From an optimization exercise on the open Yosys and OpenROAD flow, aimed at small area; shortcuts taken in it are not production practice.
In this exercise RTL edits were held to simulation tests only and were not proved equivalent to the original.

==> flow/design.v <==
module pisb_fp_round (
    input  wire        sign,
    input  wire signed [11:0] exp,
    input  wire [25:0] m,
    output reg  [31:0] y
);
    reg  [11:0] shift;
    reg  [25:0] ms;
    reg  [25:0] lost;
    reg         sticky;
    reg  [7:0]  efield;
    reg  [30:0] pk;
    reg         inc;
    always @* begin
        if (exp <= 0) begin
            shift = 12'd1 - exp;
            if (shift > 12'd26) begin
                ms   = 26'd0;
                lost = m;
            end else begin
                ms   = m >> shift;
                lost = m & ((26'd1 << shift) - 26'd1);
            end
            efield = 8'd0;
        end else begin
            shift  = 12'd0;
            ms     = m;
            lost   = 26'd0;
            efield = exp[7:0];
        end
        sticky = ms[0] | (|lost);
        inc    = ms[1] & (sticky | ms[2]);
        pk = {efield, ms[24:2]} + {30'd0, inc};
        if (exp >= 12'sd255)
            y = {sign, 8'hFF, 23'd0};
        else
            y = {sign, pk};
    end
endmodule
module pisb_fp_add (
    input  wire [31:0] a,
    input  wire [31:0] b,
    input  wire        sub,
    output reg  [31:0] y
);
    wire        sa = a[31];
    wire        sb = b[31] ^ sub;
    wire [7:0]  ea = a[30:23];
    wire [7:0]  eb = b[30:23];
    wire [22:0] fa = a[22:0];
    wire [22:0] fb = b[22:0];
    wire a_nan = (ea == 8'hFF) && (fa != 0);
    wire b_nan = (eb == 8'hFF) && (fb != 0);
    wire a_inf = (ea == 8'hFF) && (fa == 0);
    wire b_inf = (eb == 8'hFF) && (fb == 0);
    wire [23:0] ma = {(ea != 0), fa};
    wire [23:0] mb = {(eb != 0), fb};
    wire [7:0]  xa = (ea == 0) ? 8'd1 : ea;
    wire [7:0]  xb = (eb == 0) ? 8'd1 : eb;
    wire        swap   = (b[30:0] > a[30:0]);
    wire        s_big  = swap ? sb : sa;
    wire        s_sml  = swap ? sa : sb;
    wire [7:0]  x_big  = swap ? xb : xa;
    wire [7:0]  x_sml  = swap ? xa : xb;
    wire [23:0] m_big  = swap ? mb : ma;
    wire [23:0] m_sml  = swap ? ma : mb;
    wire        eff_sub = s_big ^ s_sml;
    reg  [7:0]  d;
    reg  [26:0] al;           
    reg  [26:0] lost;
    reg  [27:0] sum;
    reg  [4:0]  lz;
    reg  [26:0] n;
    reg  signed [11:0] e;
    reg  [25:0] m;
    reg         zero;
    integer     i;
    wire [31:0] r_y;
    pisb_fp_round u_round (.sign(s_big), .exp(e), .m(m), .y(r_y));
    always @* begin
        d = x_big - x_sml;
        if (d > 8'd26) begin
            al   = 27'd0;
            lost = {m_sml, 3'b000};
        end else begin
            al   = {m_sml, 3'b000} >> d;
            lost = {m_sml, 3'b000} & ((27'd1 << d) - 27'd1);
        end
        al[0] = al[0] | (|lost);
        if (eff_sub)
            sum = {1'b0, m_big, 3'b000} - {1'b0, al};
        else
            sum = {1'b0, m_big, 3'b000} + {1'b0, al};
        zero = (sum == 28'd0);
        lz   = 5'd0;
        n    = 27'd0;
        e    = 12'sd0;
        if (sum[27]) begin
            n = sum[27:1];
            n[0] = sum[1] | sum[0];
            e = $signed({4'd0, x_big}) + 12'sd1;
        end else begin
            lz = 5'd27;
            for (i = 0; i < 27; i = i + 1)
                if (sum[i]) lz = 5'd26 - i[4:0];
            n = sum[26:0] << lz;
            e = $signed({4'd0, x_big}) - $signed({7'd0, lz});
        end
        m = {n[26:3], n[2], n[1] | n[0]};
        if (a_nan || b_nan || (a_inf && b_inf && (sa != sb)))
            y = 32'h7FC00000;
        else if (a_inf)
            y = {sa, 8'hFF, 23'd0};
        else if (b_inf)
            y = {sb, 8'hFF, 23'd0};
        else if (zero)
            y = {(sa & sb), 31'd0};
        else
            y = r_y;
    end
endmodule
module pisb_fp_mul (
    input  wire [31:0] a,
    input  wire [31:0] b,
    output reg  [31:0] y
);
    wire        s  = a[31] ^ b[31];
    wire [7:0]  ea = a[30:23];
    wire [7:0]  eb = b[30:23];
    wire [22:0] fa = a[22:0];
    wire [22:0] fb = b[22:0];
    wire a_nan  = (ea == 8'hFF) && (fa != 0);
    wire b_nan  = (eb == 8'hFF) && (fb != 0);
    wire a_inf  = (ea == 8'hFF) && (fa == 0);
    wire b_inf  = (eb == 8'hFF) && (fb == 0);
    wire a_zero = (a[30:0] == 0);
    wire b_zero = (b[30:0] == 0);
    wire [23:0] ma = {(ea != 0), fa};
    wire [23:0] mb = {(eb != 0), fb};
    wire [7:0]  xa = (ea == 0) ? 8'd1 : ea;
    wire [7:0]  xb = (eb == 0) ? 8'd1 : eb;
    wire [47:0] p = ma * mb;
    reg  [5:0]  lz;
    reg  [47:0] n;
    reg  signed [11:0] e;
    reg  [25:0] m;
    integer     i;
    wire [31:0] r_y;
    pisb_fp_round u_round (.sign(s), .exp(e), .m(m), .y(r_y));
    always @* begin
        lz = 6'd48;
        for (i = 0; i < 48; i = i + 1)
            if (p[i]) lz = 6'd47 - i[5:0];
        n = p << lz;
        e = $signed({4'd0, xa}) + $signed({4'd0, xb}) - 12'sd126 - $signed({6'd0, lz});
        m = {n[47:24], n[23], |n[22:0]};
        if (a_nan || b_nan || (a_inf && b_zero) || (b_inf && a_zero))
            y = 32'h7FC00000;
        else if (a_inf || b_inf)
            y = {s, 8'hFF, 23'd0};
        else if (a_zero || b_zero)
            y = {s, 31'd0};
        else
            y = r_y;
    end
endmodule
module pisb_fp_div (
    input  wire        clk,
    input  wire        rst,
    input  wire        start,
    input  wire [31:0] a,
    input  wire [31:0] b,
    output reg         done,
    output reg  [31:0] y
);
    localparam QBITS = 27;
    wire        s  = a[31] ^ b[31];
    wire [7:0]  ea = a[30:23];
    wire [7:0]  eb = b[30:23];
    wire [22:0] fa = a[22:0];
    wire [22:0] fb = b[22:0];
    wire a_nan  = (ea == 8'hFF) && (fa != 0);
    wire b_nan  = (eb == 8'hFF) && (fb != 0);
    wire a_inf  = (ea == 8'hFF) && (fa == 0);
    wire b_inf  = (eb == 8'hFF) && (fb == 0);
    wire a_zero = (a[30:0] == 0);
    wire b_zero = (b[30:0] == 0);
    wire [23:0] ma = {(ea != 0), fa};
    wire [23:0] mb = {(eb != 0), fb};
    wire [7:0]  xa = (ea == 0) ? 8'd1 : ea;
    wire [7:0]  xb = (eb == 0) ? 8'd1 : eb;
    reg [4:0]  lza, lzb;
    reg [23:0] na, nb;
    integer    i;
    always @* begin
        lza = 5'd0;
        lzb = 5'd0;
        for (i = 0; i < 24; i = i + 1) begin
            if (ma[i]) lza = 5'd23 - i[4:0];
            if (mb[i]) lzb = 5'd23 - i[4:0];
        end
        na = ma << lza;
        nb = mb << lzb;
    end
    reg               busy;
    reg  [4:0]        cnt;
    reg  [24:0]       rem;
    reg  [23:0]       dvs;
    reg  [QBITS-1:0]  q;
    reg               sgn;
    reg  signed [11:0] ex;
    reg               special;
    reg  [31:0]       special_y;
    reg               finish;
    wire [25:0] diff = {1'b0, rem} - {2'b00, dvs};
    wire        qbit = ~diff[25];
    reg  [25:0]        m;
    reg  signed [11:0] e;
    wire [31:0]        r_y;
    pisb_fp_round u_round (.sign(sgn), .exp(e), .m(m), .y(r_y));
    always @* begin
        if (q[QBITS-1]) begin
            m = {q[26:3], q[2], (|q[1:0]) | (rem != 0)};
            e = ex;
        end else begin
            m = {q[25:2], q[1], q[0] | (rem != 0)};
            e = ex - 12'sd1;
        end
    end
    always @(posedge clk) begin
        if (rst) begin
            busy   <= 1'b0;
            finish <= 1'b0;
            done   <= 1'b0;
            cnt    <= 5'd0;
        end else begin
            done   <= 1'b0;
            finish <= 1'b0;
            if (start) begin
                sgn     <= s;
                ex      <= $signed({4'd0, xa}) - $signed({7'd0, lza})
                         - $signed({4'd0, xb}) + $signed({7'd0, lzb}) + 12'sd127;
                rem     <= {1'b0, na};
                dvs     <= nb;
                q       <= {QBITS{1'b0}};
                cnt     <= 5'd0;
                special <= 1'b1;
                if (a_nan || b_nan || (a_inf && b_inf) || (a_zero && b_zero))
                    special_y <= 32'h7FC00000;
                else if (a_inf || b_zero)
                    special_y <= {s, 8'hFF, 23'd0};
                else if (a_zero || b_inf)
                    special_y <= {s, 31'd0};
                else
                    special <= 1'b0;
                busy    <= 1'b1;
            end else if (busy) begin
                q   <= {q[QBITS-2:0], qbit};
                rem <= qbit ? {diff[23:0], 1'b0} : {rem[23:0], 1'b0};
                cnt <= cnt + 5'd1;
                if (cnt == QBITS - 1) begin
                    busy   <= 1'b0;
                    finish <= 1'b1;
                end
            end
            if (finish) begin
                y    <= special ? special_y : r_y;
                done <= 1'b1;
            end
        end
    end
endmodule
module pisb_sense (
    input  wire        clk,
    input  wire        rst,
    input  wire        start,
    input  wire [11:0] raw,
    output wire        ready,
    output reg         done,
    output reg  [31:0] v,
    output reg  [31:0] rawc,
    output reg  [31:0] filtc,
    output reg  [31:0] filtf,
    output reg         led,
    output reg  [5:0]  cursor,
    output reg         filled
);
    localparam [5:0]  N         = 6'd40;
    localparam [31:0] V_REF32   = 32'h40533333;    
    localparam [31:0] INV_4096  = 32'h39800000;    
    localparam [31:0] V0        = 32'h3F205BC0;    
    localparam [31:0] NEG_S     = 32'hBB09A027;    
    localparam [31:0] F_9       = 32'h41100000;
    localparam [31:0] F_5       = 32'h40A00000;
    localparam [31:0] F_32      = 32'h42000000;
    localparam [31:0] T_THRESH  = 32'h42200000;    
    localparam [3:0] S_IDLE  = 4'd0,
                     S_MUL1  = 4'd1,
                     S_MUL2  = 4'd2,
                     S_SUB   = 4'd3,
                     S_DIV1  = 4'd4,
                     S_PUSH  = 4'd5,
                     S_SUM   = 4'd6,
                     S_DIV2  = 4'd7,
                     S_MUL3  = 4'd8,
                     S_DIV3  = 4'd9,
                     S_ADD   = 4'd10,
                     S_DONE  = 4'd11;
    reg [3:0]  state;
    reg [11:0] raw_q;
    reg [31:0] t;           
    reg [31:0] acc;         
    reg [5:0]  idx;
    reg        div_wait;
    reg [31:0] hist [0:39];
    assign ready = (state == S_IDLE);
    reg  [3:0]  raw_lz;
    reg  [11:0] raw_n;
    reg  [31:0] raw_f;
    integer     i;
    always @* begin
        raw_lz = 4'd0;
        for (i = 0; i < 12; i = i + 1)
            if (raw_q[i]) raw_lz = 4'd11 - i[3:0];
        raw_n = raw_q << raw_lz;
        if (raw_q == 12'd0)
            raw_f = 32'd0;
        else
            raw_f = {1'b0, 8'd138 - {4'd0, raw_lz}, raw_n[10:0], 12'd0};
    end
    wire [5:0]  cnt = filled ? N : cursor;
    reg  [2:0]  cnt_lz;
    reg  [5:0]  cnt_n;
    reg  [31:0] cnt_f;
    always @* begin
        cnt_lz = 3'd0;
        for (i = 0; i < 6; i = i + 1)
            if (cnt[i]) cnt_lz = 3'd5 - i[2:0];
        cnt_n = cnt << cnt_lz;
        cnt_f = {1'b0, 8'd132 - {5'd0, cnt_lz}, cnt_n[4:0], 18'd0};
    end
    reg  [31:0] mul_a, mul_b;
    wire [31:0] mul_y;
    reg  [31:0] add_a, add_b;
    reg         add_sub;
    wire [31:0] add_y;
    reg  [31:0] div_a, div_b;
    reg         div_start;
    wire        div_done;
    wire [31:0] div_y;
    pisb_fp_mul u_mul (.a(mul_a), .b(mul_b), .y(mul_y));
    pisb_fp_add u_add (.a(add_a), .b(add_b), .sub(add_sub), .y(add_y));
    pisb_fp_div u_div (.clk(clk), .rst(rst), .start(div_start),
                       .a(div_a), .b(div_b), .done(div_done), .y(div_y));
    wire f_nan  = (filtc[30:23] == 8'hFF) && (filtc[22:0] != 0);
    reg  lt40;
    always @* begin
        if (f_nan)
            lt40 = 1'b0;
        else if (filtc[31])
            lt40 = 1'b1;
        else
            lt40 = (filtc[30:0] < T_THRESH[30:0]);
    end
    always @* begin
        mul_a     = raw_f;
        mul_b     = V_REF32;
        add_a     = v;
        add_b     = V0;
        add_sub   = 1'b1;
        div_a     = t;
        div_b     = NEG_S;
        div_start = 1'b0;
        case (state)
            S_MUL1: begin mul_a = raw_f; mul_b = V_REF32;  end
            S_MUL2: begin mul_a = t;     mul_b = INV_4096; end
            S_SUB:  begin add_a = v;     add_b = V0; add_sub = 1'b1; end
            S_DIV1: begin div_a = t; div_b = NEG_S; div_start = ~div_wait; end
            S_SUM:  begin add_a = acc; add_b = hist[idx]; add_sub = 1'b0; end
            S_DIV2: begin div_a = acc; div_b = cnt_f; div_start = ~div_wait; end
            S_MUL3: begin mul_a = filtc; mul_b = F_9; end
            S_DIV3: begin div_a = t; div_b = F_5; div_start = ~div_wait; end
            S_ADD:  begin add_a = t; add_b = F_32; add_sub = 1'b0; end
            default: ;
        endcase
    end
    always @(posedge clk) begin
        if (state == S_PUSH)
            hist[cursor] <= rawc;
    end
    always @(posedge clk) begin
        if (rst) begin
            state    <= S_IDLE;
            done     <= 1'b0;
            div_wait <= 1'b0;
            v        <= 32'd0;
            rawc     <= 32'd0;
            filtc    <= 32'd0;
            filtf    <= F_32;
            led      <= 1'b0;
            cursor   <= 6'd0;
            filled   <= 1'b0;
        end else begin
            done <= 1'b0;
            case (state)
                S_IDLE: begin
                    if (start) begin
                        raw_q <= raw;
                        state <= S_MUL1;
                    end
                end
                S_MUL1: begin
                    t     <= mul_y;
                    state <= S_MUL2;
                end
                S_MUL2: begin
                    v     <= mul_y;
                    state <= S_SUB;
                end
                S_SUB: begin
                    t     <= add_y;
                    state <= S_DIV1;
                end
                S_DIV1: begin
                    div_wait <= 1'b1;
                    if (div_done) begin
                        div_wait <= 1'b0;
                        rawc     <= div_y;
                        state    <= S_PUSH;
                    end
                end
                S_PUSH: begin
                    if (cursor == N - 6'd1) begin
                        cursor <= 6'd0;
                        filled <= 1'b1;
                    end else begin
                        cursor <= cursor + 6'd1;
                    end
                    acc   <= 32'd0;
                    idx   <= 6'd0;
                    state <= S_SUM;
                end
                S_SUM: begin
                    acc <= add_y;
                    idx <= idx + 6'd1;
                    if (idx == cnt - 6'd1)
                        state <= S_DIV2;
                end
                S_DIV2: begin
                    div_wait <= 1'b1;
                    if (div_done) begin
                        div_wait <= 1'b0;
                        filtc    <= div_y;
                        state    <= S_MUL3;
                    end
                end
                S_MUL3: begin
                    t     <= mul_y;
                    led   <= lt40;
                    state <= S_DIV3;
                end
                S_DIV3: begin
                    div_wait <= 1'b1;
                    if (div_done) begin
                        div_wait <= 1'b0;
                        t        <= div_y;
                        state    <= S_ADD;
                    end
                end
                S_ADD: begin
                    filtf <= add_y;
                    state <= S_DONE;
                end
                S_DONE: begin
                    done  <= 1'b1;
                    state <= S_IDLE;
                end
                default: state <= S_IDLE;
            endcase
        end
    end
endmodule
==> flow/run.sh <==
#!/bin/bash
# synth_recipe.tcl (not shown) runs the flow's synth.tcl, then flattens the netlist and writes it again
# the make line also repeats each setting of config.mk as NAME=value (left out here)
make -C /OpenROAD-flow-scripts/flow DESIGN_CONFIG=/design/flow/config.mk WORK_HOME=/design/flow/orfs CLKGATE_MAP_FILE= SYNTH_SCRIPT=/design/flow/synth_recipe.tcl finish
==> flow/config.mk <==
export PLATFORM = sky130hd
export DESIGN_NAME = pisb_sense
export DESIGN_NICKNAME = pisb_sense
export VERILOG_FILES = /design/flow/design.v
export SDC_FILE = /design/flow/constraint.sdc
export NUM_CORES = 4
export LEC_CHECK = 0
export CAP_MARGIN = 20
export CORE_MARGIN = 2
export CORE_UTILIZATION = 35
export SLEW_MARGIN = 20
==> flow/constraint.sdc <==
create_clock -name core_clock -period 25.0 [get_ports {clk}]
set_input_delay 5.0000 -clock core_clock [delete_from_list [all_inputs] [get_ports {clk}]]
set_output_delay 5.0000 -clock core_clock [all_outputs]
set_load 0.01 [all_outputs]
==> report_table.html <==
<table>
<tr><th>Metric</th><th>Value</th></tr>
<tr><th colspan="2">Outcome</th></tr>
<tr><td>Run status</td><td>complete, no violations</td></tr>
<tr><th colspan="2">Setup path</th></tr>
<tr><td>Depth of the most critical reg-to-reg path</td><td>a little under 80</td></tr>
<tr><td>Nature of the critical path endpoint</td><td>register</td></tr>
<tr><td>Arrival time of data at the critical path endpoint</td><td>~23 ns</td></tr>
<tr><td>Highest fanout seen on the critical path</td><td>49</td></tr>
<tr><td>Worst EP required</td><td>~26 ns</td></tr>
<tr><td>Slowest stage delay, CP</td><td>0.82 ns</td></tr>
<tr><td>Startpoint kind of the worst setup timing path</td><td>register</td></tr>
<tr><td>Critical path class</td><td>reg2reg</td></tr>
<tr><td>CP max-delay cell</td><td>sky130_fd_sc_hd__dfxtp_4</td></tr>
<tr><th colspan="2">Drt</th></tr>
<tr><td>Post-route DRC violation count</td><td>0</td></tr>
<tr><td>Wire length after detailed routing</td><td>between 400000 and 500000 µm</td></tr>
<tr><td>Number of vias per cell after detailed routing</td><td>6.12</td></tr>
<tr><td>Antenna-violating nets left</td><td>0</td></tr>
<tr><td>Routed length per placed instance</td><td>~29 µm</td></tr>
<tr><td>Count of routing violations after the opening detailed-route iteration</td><td>roughly 12000</td></tr>
<tr><td>DRT Pass-1 Iters</td><td>7</td></tr>
<tr><td>Vias post-DR</td><td>~88000</td></tr>
<tr><th colspan="2">Placement</th></tr>
<tr><td>Gp weighted congestion</td><td>roughly 1.0</td></tr>
<tr><td>Placement Setup Slack</td><td>between 3 and 4 ns</td></tr>
<tr><td>Cell Count Post-Placement</td><td>between 10000 and 15000</td></tr>
<tr><td>Placed wire-length estimate</td><td>around 300000 µm</td></tr>
<tr><td>Buffers on Ports</td><td>between 150 and 200</td></tr>
<tr><th colspan="2">Yosys</th></tr>
<tr><td>Sequential cell area fraction in the yosys report</td><td>45.0%</td></tr>
<tr><td>Area share of fa/ha/maj cells after synthesis</td><td>about 8.6%</td></tr>
<tr><td>Synth Flop Type</td><td>sky130_fd_sc_hd__edfxtp_1</td></tr>
<tr><td>Xor/xnor share of the synthesized area</td><td>around 2.0%</td></tr>
<tr><td>Main combinational cell family by area after synthesis</td><td>compound AO/OA/AOI/OAI gates</td></tr>
<tr><td>Mux share of post-synthesis cell area</td><td>~9.7%</td></tr>
<tr><td>Average instance area after synthesis</td><td>roughly 11 µm²</td></tr>
<tr><td>Number of register bits inferred by synthesis</td><td>1642</td></tr>
<tr><td>Yosys warns</td><td>5</td></tr>
<tr><td>Number of instances in the synthesized netlist</td><td>a little over 10000</td></tr>
<tr><td>Count of distinct cell types in the synthesized netlist</td><td>132</td></tr>
<tr><td>Synth Area in Compound Gates</td><td>17.3%</td></tr>
<tr><td>Synth Area in Simple Gates</td><td>approximately 13%</td></tr>
<tr><td>Number of synthesized flops with an enable pin</td><td>roughly 1500</td></tr>
<tr><td>Cell area after synthesis</td><td>~110000 µm²</td></tr>
<tr><td>Async set-or-reset flop fraction in the synthesized netlist</td><td>0%</td></tr>
<tr><th colspan="2">Clocking</th></tr>
<tr><td>Clk latency of the worst-skew pair</td><td>~0.9 ns</td></tr>
<tr><td>Total clock buffers created by CTS</td><td>between 150 and 200</td></tr>
<tr><td>Hold bufs inserted after CTS</td><td>0</td></tr>
<tr><td># H-tree levels</td><td>4</td></tr>
<tr><td>Post-cts gate resize count</td><td>0</td></tr>
<tr><td>Setup fix buffers added after clock tree synthesis</td><td>0</td></tr>
<tr><td>Clock tree from TritonCTS</td><td>built</td></tr>
<tr><td>CTS Root Cell</td><td>sky130_fd_sc_hd__clkbuf_16</td></tr>
<tr><td>Clock-pin slew on the worst setup and hold paths</td><td>around 0.06 ns</td></tr>
<tr><td>Number of clock sinks</td><td>1642</td></tr>
<tr><td>Maximum clock path buffer count</td><td>4</td></tr>
<tr><th colspan="2">Finish</th></tr>
<tr><td>Filler cell count</td><td>~30000</td></tr>
<tr><td>Non-filler instance count after layout</td><td>14400</td></tr>
<tr><td>Number of nets in the finished design</td><td>around 11000</td></tr>
<tr><td>Footprint of the multi-input gates</td><td>54600 µm²</td></tr>
<tr><td>Post-layout util</td><td>39.5%</td></tr>
<tr><td>Share of final-layout standard cells stronger than drive strength 1</td><td>around 10%</td></tr>
<tr><td>Sequential Area</td><td>between 40000 and 50000 µm²</td></tr>
<tr><td>Area growth from synthesis to final layout</td><td>12.5%</td></tr>
<tr><th colspan="2">Die</th></tr>
<tr><td>Row count</td><td>202</td></tr>
<tr><td>Number of top-level pins</td><td>between 150 and 200</td></tr>
<tr><td>Total Die Area</td><td>308000 µm²</td></tr>
<tr><td>Placeable core area</td><td>a little over 300000 µm²</td></tr>
<tr><td>Die height</td><td>about 550 µm</td></tr>
<tr><td>Starting density of the core</td><td>approximately a third</td></tr>
<tr><td>Die extent in x</td><td>roughly 550 µm</td></tr>
<tr><th colspan="2">Timing</th></tr>
<tr><td>Fin crit period</td><td>about 22 ns</td></tr>
<tr><td>Post-route fraction of the period consumed by the critical path</td><td>approximately 90%</td></tr>
<tr><td>RSZ-0062 raised after global routing</td><td>no</td></tr>
<tr><td>Number of failing setup endpoints in the final timing report</td><td>0</td></tr>
<tr><td>Worst rel slew slack</td><td>under 10%</td></tr>
<tr><td>Final count of hold timing violations</td><td>0</td></tr>
<tr><td>Final WS setup</td><td>2.99 ns</td></tr>
<tr><td>Count of final max-slew check failures</td><td>0</td></tr>
<tr><td>Tightest Pin Transition</td><td>~1.4 ns</td></tr>
<tr><td>Post-Route Skew</td><td>around 0.12 ns</td></tr>
<tr><td>Total negative setup slack</td><td>0 ns</td></tr>
<tr><td>Highest attainable clock frequency</td><td>around 45 MHz</td></tr>
<tr><th colspan="2">Global routing</th></tr>
<tr><td>Largest net degree at the start of global routing</td><td>just over 100</td></tr>
<tr><td>Antenna violations before repair</td><td>14</td></tr>
<tr><td>Via count of the first global-routing pass</td><td>around 84000</td></tr>
<tr><td>Total congestion overflow</td><td>0</td></tr>
<tr><td>Wire length of the first global-routing pass</td><td>about 600000 µm</td></tr>
<tr><td>Global Route Usage Sum</td><td>between 20% and 30%</td></tr>
<tr><th colspan="2">Job</th></tr>
<tr><td>Max-cap check violation count</td><td>0</td></tr>
<tr><th colspan="2">Hold path</th></tr>
<tr><td>Hold/Removal Path Class</td><td>reg2reg</td></tr>
<tr><td>Cell count of the worst hold path</td><td>2</td></tr>
</table>
-- cells by family after synthesis --
group	Yosys count
adder cells (fa/ha/maj)	603
buffers and inverters	1142
flip-flops	1642
multiplexers	831
AO/OA/AOI/OAI	2708
XOR/XNOR	238
other	2
AND/OR/NAND/NOR	2903
-- synthesized netlist by cell type (all sizes together), types with 167 or more instances --
cell type  count  area (µm²)
a211oi       167        1300
a21oi        689        3470
a22oi        257        1930
buf          208        1370
clkbuf       378        1420
edfxtp      1486       44600
fa           205        4100
ha           396        4950
inv          552        2070
mux2i        624        6250
nand2        899        3390
nand3        235        1180
nor2         811        3060
nor3         243        1270
o21ai        465        2330
-- registers in the layout, summed over array words and instances, names as in the netlist, 3 cells and up, named ones only --
name	flops
cursor	6
u_div.y	32
raw_q	12
acc	32
u_div.special_y	3
rawc	32
state	4
u_div.q	27
u_div.dvs	23
idx	6
filtf	32
u_div.cnt	5
u_div.rem	25
v	32
u_div.ex	12
filtc	32
hist	1280
t	32
-- worst paths after layout --
| path | from | to | slack (ns) |
|---|---|---|---|
| hold reg to reg | rawc[16] | rawc[16] | 0.46 |
| setup / recovery | register | t[30] | 2.99 |
| hold / removal | rawc[16] | rawc[16] | 0.46 |
| setup reg to reg | register | t[30] | 2.99 |
-- stage by stage --
| stage | instance area, µm² | hold WS [ns] |
|---|---|---|
| 2_1_floorplan | 107000 | 0.430 |
| 3_3_place_gp | 113000 | 0.439 |
| 3_5_place_dp | 113000 | 0.447 |
| 4_1_cts | 119000 | 0.455 |
| 5_1_grt | 119000 | 0.480 |
| 6_report | 119000 | 0.456 |
-- per-layer routing --
| layer | share of wire (%) | track usage (%) | vias up | routed length, µm |
|---|---|---|---|---|
| li1 | - | - | 38500 | - |
| met5 | 0.014 | 0 | - | 60 |
| met3 | 9.6 | 4.76 | 793 | 40300 |
| met1 | 41 | 36.5 | 44100 | 174000 |
| met2 | 44 | 40.9 | 4780 | 187000 |
| met4 | 4.7 | 10.7 | 8 | 19700 |
-- critical path, delay by kind of cell (launching register included) --
| family | cells | cell delay, ns |
|---|---|---|
| AO/OA/AOI/OAI | 36 | 10.74 |
| XOR/XNOR | 1 | 0.10 |
| adder cells (fa/ha/maj) | 7 | 2.13 |
| buffers and inverters | 11 | 2.84 |
| flip-flops | 1 | 0.82 |
| multiplexers | 1 | 0.71 |
| AND/OR/NAND/NOR | 22 | 4.28 |
-- area by class of cell --
cell class,count,area share (%)
sequential,1642,40.0
inverter,556,1.75
multi-input combinational,7404,45.7
clock inverter,122,1.12
antenna,16,0.0335
clock buffer,206,3.95
tap,3978,4.17
timing repair buffer,468,3.30
-- placed cells by master (no fill, tap or decap), drive strengths merged, types with 121 or more instances in the layout --
cell type,Yosys,routed
nor3,243,243
inv,552,558
edfxtp,1486,1486
clkbuf,378,206
dfxtp,156,156
nand2,899,899
o21ai,465,465
nand3,235,235
clkdlybuf4s50,0,151
a211oi,167,167
mux4,148,148
conb,2,121
a21oi,689,689
ha,396,396
mux2i,624,624
nor2,811,811
xnor2,140,140
a22oi,257,257
fa,205,205
buf,208,317

-- afterwards: timing with drivers on the ports --
Ports are ideal in the flow. The routed layout listed here was re-timed in OpenROAD. Step 1 (the two cells are an assumption about what drives the block):
set clk [get_ports {clk}]
set_driving_cell -lib_cell sky130_fd_sc_hd__clkbuf_16 $clk
set_driving_cell -lib_cell sky130_fd_sc_hd__buf_2 [delete_from_list [all_inputs] $clk]
Step 2, shift: input delay + t, output delay - t, t = (earliest + latest rising clock arrival at the registers) / 2. This alone moves slack from input paths to output paths. a / b / c = no drivers / after step 1 / after step 2; a / b = the first two.
t, ns: 0.935
slack for setup (ns): 2.988 / 2.988 / 2.988
clock arrival spread, ns: 0.123 / 0.123
slew at the worst register clock pin (ns): 0.07 / 0.07
After both steps setup and hold are still met in this run. The setup slack of this run moves by 0.000 ns with the drivers and by 0.000 ns with both steps.
